From an optimization exercise on the open Yosys and OpenROAD flow, aimed at small area; shortcuts taken in it are not production practice. RTL that was checked went through simulation tests only; none was proved equivalent to the original. The flow treats the clock pin as an ideal source, which a real chip does not have.

==> module dmx_frame_decoder, before the edit <==
module dmx_frame_decoder (
    input  wire        clk,
    input  wire        rst,
    input  wire        init,
    input  wire        in_valid,
    output wire        in_ready,
    input  wire [7:0]  in_data,
    input  wire [15:0] c,
    output reg         sink_cfg_valid,
    output wire [9:0]  sink_cfg_count,
    output reg         sink_wr_valid,
    output reg  [8:0]  sink_wr_index,
    output reg  [7:0]  sink_wr_data,
    output reg         ok_pulse,
    output reg         err_pulse,
    output wire [7:0]  err_tag,
    output reg         ok_indicator
);
    localparam [2:0] ST_START_M = 3'b100;
    localparam [2:0] ST_START_C = 3'b101;
    localparam [2:0] ST_START_0 = 3'b110;
    localparam [2:0] ST_CMD     = 3'b111;
    localparam [2:0] ST_LOW     = 3'b000;
    localparam [2:0] ST_HIGH    = 3'b001;
    localparam [2:0] ST_DATA    = 3'b010;
    reg [2:0]  state;
    reg [9:0]  active;
    reg        wfirst;
    wire [9:0] idx = {wfirst, sink_wr_index};
    wire [7:0] last_byte = sink_wr_data;
    reg [15:0] deadline;   
    wire rst_any = rst | init;
    assign in_ready = ~rst_any;
    wire accept = in_valid & ~rst_any;
    wire [7:0] ch = in_data;
    assign sink_cfg_count = active;
    assign err_tag = {~err_pulse, ~state[1] | state[0], state[1] & ~state[0],
                      state[1] & err_pulse, ~(state[1] | state[0]),
                      ~(state[1] | state[0] | ~err_pulse), state[0] & err_pulse,
                      ~state[1]};
    wire idle_due;
    alarm_dueby #(.W(16)) u_idle (.c(c), .target(deadline), .due(idle_due));
    wire [15:0] c_dl;
    wire [16:3] ic;
    assign c_dl[2:0] = c[2:0];
    assign ic[3] = 1'b0;
    genvar k;
    generate
        for (k = 3; k < 16; k = k + 1) begin : g_dl
            if (k == 3 || k == 6 || k == 7) begin : g_one
                assign c_dl[k] = ~(c[k] ^ ic[k]);
                assign ic[k+1] = c[k] | ic[k];
            end else begin : g_zero
                assign c_dl[k] = c[k] ^ ic[k];
                assign ic[k+1] = c[k] & ic[k];
            end
        end
    endgenerate
    wire is_start = state[2] & ~(state[1] & state[0]);
    wire m_start  = (ch == 8'h7E);
    wire resync   = ~is_start & m_start & idle_due;
    wire d_zero = (ch == 8'd0) & (last_byte == 8'd0);
    wire d_over = (ch[7:2] != 6'd0) | (ch[1] & (ch[0] | (last_byte != 8'd0)));
    wire [9:0] d = {ch[1:0], last_byte};
    wire [9:0] windex;
    wire [10:0] wc;
    assign wc[0] = 1'b1;
    generate
        for (k = 0; k < 10; k = k + 1) begin : g_inc
            assign windex[k] = idx[k] ^ wc[k];
            assign wc[k+1]   = idx[k] & wc[k];
        end
    endgenerate
    wire more = (windex != active);
    reg [2:0] n_state;
    reg       err, ok, wr, cfg, set_active, start_data;
    always @(*) begin
        n_state    = state;
        err        = 1'b0;
        ok         = 1'b0;
        wr         = 1'b0;
        cfg        = 1'b0;
        set_active = 1'b0;
        start_data = 1'b0;
        if (is_start | resync) begin
            if (m_start) begin
                n_state = ST_CMD;
                err     = resync;
            end else begin
                err     = 1'b1;
                n_state = ST_START_M;
            end
        end else begin
            case (state)
                ST_CMD: begin
                    if (ch == 8'h06) begin
                        n_state = ST_LOW;
                    end else begin
                        err     = 1'b1;
                        n_state = ST_START_M;
                    end
                end
                ST_LOW: n_state = ST_HIGH;
                ST_HIGH: begin
                    if (d_zero) begin
                        err     = 1'b1;
                        n_state = ST_START_0;
                    end else if (d_over) begin
                        err     = 1'b1;
                        n_state = ST_START_C;
                    end else begin
                        n_state    = ST_DATA;
                        start_data = 1'b1;
                        if (d != active) begin
                            set_active = 1'b1;
                            cfg        = 1'b1;
                        end
                    end
                end
                default: begin
                    if (more) begin
                        wr = 1'b1;
                    end else if (ch == 8'hE7) begin
                        ok      = 1'b1;
                        n_state = ST_START_M;
                    end else begin
                        err     = 1'b1;
                        n_state = ST_START_M;
                    end
                end
            endcase
        end
    end
    always @(posedge clk) begin
        if (accept)
            sink_wr_data <= ch;
        if (accept & start_data)
            {wfirst, sink_wr_index} <= 10'h3FF;
        else if (accept & wr)
            {wfirst, sink_wr_index} <= windex;
        if (rst_any | accept)
            deadline <= c_dl;
    end
    always @(posedge clk) begin
        if (rst_any) begin
            state          <= ST_START_M;
            active         <= 10'd0;
            ok_indicator   <= 1'b0;
            sink_cfg_valid <= 1'b1;
            sink_wr_valid  <= 1'b0;
            ok_pulse       <= 1'b0;
            err_pulse      <= 1'b0;
        end else if (accept) begin
            state          <= n_state;
            if (err)
                active <= 10'd0;
            else if (set_active)
                active <= d;
            if (err)
                ok_indicator <= 1'b0;
            else if (ok)
                ok_indicator <= 1'b1;
            sink_cfg_valid <= err | cfg;
            sink_wr_valid  <= wr;
            ok_pulse       <= ok;
            err_pulse      <= err;
        end else begin
            sink_cfg_valid <= 1'b0;
            sink_wr_valid  <= 1'b0;
            ok_pulse       <= 1'b0;
            err_pulse      <= 1'b0;
        end
    end
endmodule
==> flow/config.mk <==
export PLATFORM = sky130hd
export DESIGN_NAME = dmx_core
export DESIGN_NICKNAME = dmx_core
export VERILOG_FILES = /design/flow/design.v
export SDC_FILE = /design/flow/constraint.sdc
export NUM_CORES = 4
export LEC_CHECK = 0
export CAP_MARGIN = 20
export CORE_MARGIN = 2
export CORE_UTILIZATION = 40
export GPL_TIMING_DRIVEN = 1
export SLEW_MARGIN = 20
==> flow/constraint.sdc <==
create_clock -name core_clock -period 8.0 [get_ports {clk}]
set_input_delay 1.6000 -clock core_clock [delete_from_list [all_inputs] [get_ports {clk}]]
set_output_delay 1.6000 -clock core_clock [all_outputs]
set_load 0.01 [all_outputs]
standard.sh (not shown) runs the stock make flow with config.mk's settings and CLKGATE_MAP_FILE= SYNTH_SCRIPT=/design/flow/synth_recipe.tcl, a recipe that flattens the netlist after the stock synthesis.
==> flow/flow/run.sh <==
#!/bin/bash
# The standard layout, with two changes:
#  - synthesis maps with ABC's area-oriented script flow/area.abc (the rest of
#    the standard flow's synthesis script is unchanged, so the registers are the same);
#  - port buffers are sky130_fd_sc_hd__buf_1 cells.
set -euo pipefail
HERE=$PWD
{
  echo "proc abc {args} {"
  echo "  set i [lsearch -exact \$args -script]"
  echo "  if {\$i >= 0} { lset args [expr {\$i + 1}] $HERE/flow/area.abc }"
  echo "  yosys abc {*}\$args"
  echo "}"
  cat synth_recipe.tcl
} > my_synth.tcl
sed "s#SYNTH_SCRIPT=[^ ]*#SYNTH_SCRIPT=$HERE/my_synth.tcl#" standard.sh > my_standard.sh
export BUFFER_PORTS_ARGS="-buffer_cell sky130_fd_sc_hd__buf_1"
if [[ -f flow/cts_args.txt ]]; then export CTS_ARGS="$(cat flow/cts_args.txt)"; fi
if [[ -f flow/post_cts.tcl ]]; then export POST_CTS_TCL="$HERE/flow/post_cts.tcl"; fi
bash my_standard.sh > flow.log 2>&1
==> flow/flow/area.abc <==
strash
&get -n
&st
&dch -f
&nf
&put
strash
&get -n
&st
&dch -f
&nf
&put
strash
&get -n
&st
&dch -f
&nf
&put
topo
stime -c
==> flow/flow/cts_args.txt <==
-sink_clustering_enable -repair_clock_nets -buf_list {sky130_fd_sc_hd__clkbuf_4} -dont_use_dummy_load
==> flow/flow/post_cts.tcl <==
set sizes {sky130_fd_sc_hd__clkbuf_2 sky130_fd_sc_hd__clkbuf_4 sky130_fd_sc_hd__clkbuf_8 sky130_fd_sc_hd__clkbuf_16}
set n_up 0
for {set iter 0} {$iter < 4} {incr iter} {
  estimate_parasitics -placement
  set up {}
  foreach inst [get_cells *] {
    set k [lsearch -exact $sizes [get_property $inst ref_name]]
    if {$k < 0 || $k == [llength $sizes] - 1} { continue }
    set out [get_pins -of_objects $inst -filter "direction == output"]
    set loads [get_pins -of_objects [get_nets -of_objects $out] -filter "direction == input"]
    set worst 0
    foreach l $loads {
      if {[get_property $l lib_pin_name] ne "CLK"} { continue }
      set s [get_property $l slew_max]
      if {$s > $worst} { set worst $s }
    }
    puts "post_cts: pass $iter [get_full_name $inst] [get_property $inst ref_name] [llength $loads] loads, worst slew $worst"
    if {$worst > 0.110} { lappend up [list $inst [lindex $sizes [expr {$k + 1}]]] }
  }
  if {[llength $up] == 0} { break }
  foreach u $up { replace_cell [lindex $u 0] [lindex $u 1]; incr n_up }
}
puts "post_cts: $n_up clock buffer resizes"
if {$n_up > 0} {
  detailed_placement
  check_placement -verbose
}
The baseline ran to the end with no violations.
Rerun with:
--- a/flow/design.v
+++ b/flow/design.v
@@ -75,15 +75,15 @@
     localparam [2:0] ST_START_C = 3'b101;
     localparam [2:0] ST_START_0 = 3'b110;
     localparam [2:0] ST_CMD     = 3'b111;
     localparam [2:0] ST_LOW     = 3'b000;
     localparam [2:0] ST_HIGH    = 3'b001;
-    localparam [2:0] ST_DATA    = 3'b010;
+    localparam [2:0] ST_DATA0   = 3'b010;
+    localparam [2:0] ST_DATAN   = 3'b011;
     reg [2:0]  state;
     reg [9:0]  active;
-    reg        wfirst;
-    wire [9:0] idx = {wfirst, sink_wr_index};
+    wire [9:0] idx = {1'b0, sink_wr_index};
     wire [7:0] last_byte = sink_wr_data;
     reg [15:0] deadline;   
     wire rst_any = rst | init;
     assign in_ready = ~rst_any;
     wire accept = in_valid & ~rst_any;
@@ -124,11 +124,11 @@
         for (k = 0; k < 10; k = k + 1) begin : g_inc
             assign windex[k] = idx[k] ^ wc[k];
             assign wc[k+1]   = idx[k] & wc[k];
         end
     endgenerate
-    wire more = (windex != active);
+    wire more = ~state[0] | (windex != active);
     reg [2:0] n_state;
     reg       err, ok, wr, cfg, set_active, start_data;
     always @(*) begin
         n_state    = state;
         err        = 1'b0;
@@ -162,21 +162,22 @@
                         n_state = ST_START_0;
                     end else if (d_over) begin
                         err     = 1'b1;
                         n_state = ST_START_C;
                     end else begin
-                        n_state    = ST_DATA;
+                        n_state    = ST_DATA0;
                         start_data = 1'b1;
                         if (d != active) begin
                             set_active = 1'b1;
                             cfg        = 1'b1;
                         end
                     end
                 end
                 default: begin
                     if (more) begin
-                        wr = 1'b1;
+                        wr      = 1'b1;
+                        n_state = ST_DATAN;
                     end else if (ch == 8'hE7) begin
                         ok      = 1'b1;
                         n_state = ST_START_M;
                     end else begin
                         err     = 1'b1;
@@ -187,14 +188,12 @@
         end
     end
     always @(posedge clk) begin
         if (accept)
             sink_wr_data <= ch;
-        if (accept & start_data)
-            {wfirst, sink_wr_index} <= 10'h3FF;
-        else if (accept & wr)
-            {wfirst, sink_wr_index} <= windex;
+        if (accept & wr)
+            sink_wr_index <= state[0] ? windex[8:0] : 9'd0;
         if (rst_any | accept)
             deadline <= c_dl;
     end
     always @(posedge clk) begin
         if (rst_any) begin
What happened: Maximum frequency decreases slightly; register-to-register slack gets better by 0.16 ns; wire length increases by a few percent; cell count increases slightly; die area barely changes; clock skew increases by 0.0031 ns.
The RTL of the second run of this note was laid out without a check of its function.

==> what the ideal ports hide <==
The flow's constraints put no driver on any port. The routed layouts listed below were extracted and timed again, unchanged, in two steps.
Step 1: set_driving_cell puts a clkbuf_16 on clk and a buf_2 on each other input, an assumption about the parent block.
Step 2, shift: input delay + t, output delay - t, t = (earliest + latest rising clock arrival at the registers) / 2. This alone moves slack from input paths to output paths.
a / b / c = no drivers / after step 1 / after step 2; a / b = the first two.
| run | t (ns) | setup slack, ns | hold slack, ns | slew at the worst register clock pin (ns) | worst data-port slew with drivers (ns) |
|---|---|---|---|---|---|
| the first run | 0.458 | 0.355 / 0.333 / 0.333 | 0.459 / 0.459 / 0.459 | 0.09 / 0.09 | 0.05 |
| the second run | 0.459 | 0.270 / 0.245 / 0.245 | 0.441 / 0.441 / 0.441 | 0.10 / 0.10 | 0.06 |
After both steps setup and hold are still met in every run listed. For the second run, which loses most, drivers alone change the setup slack by -0.025 ns; drivers and shift together by -0.025 ns.
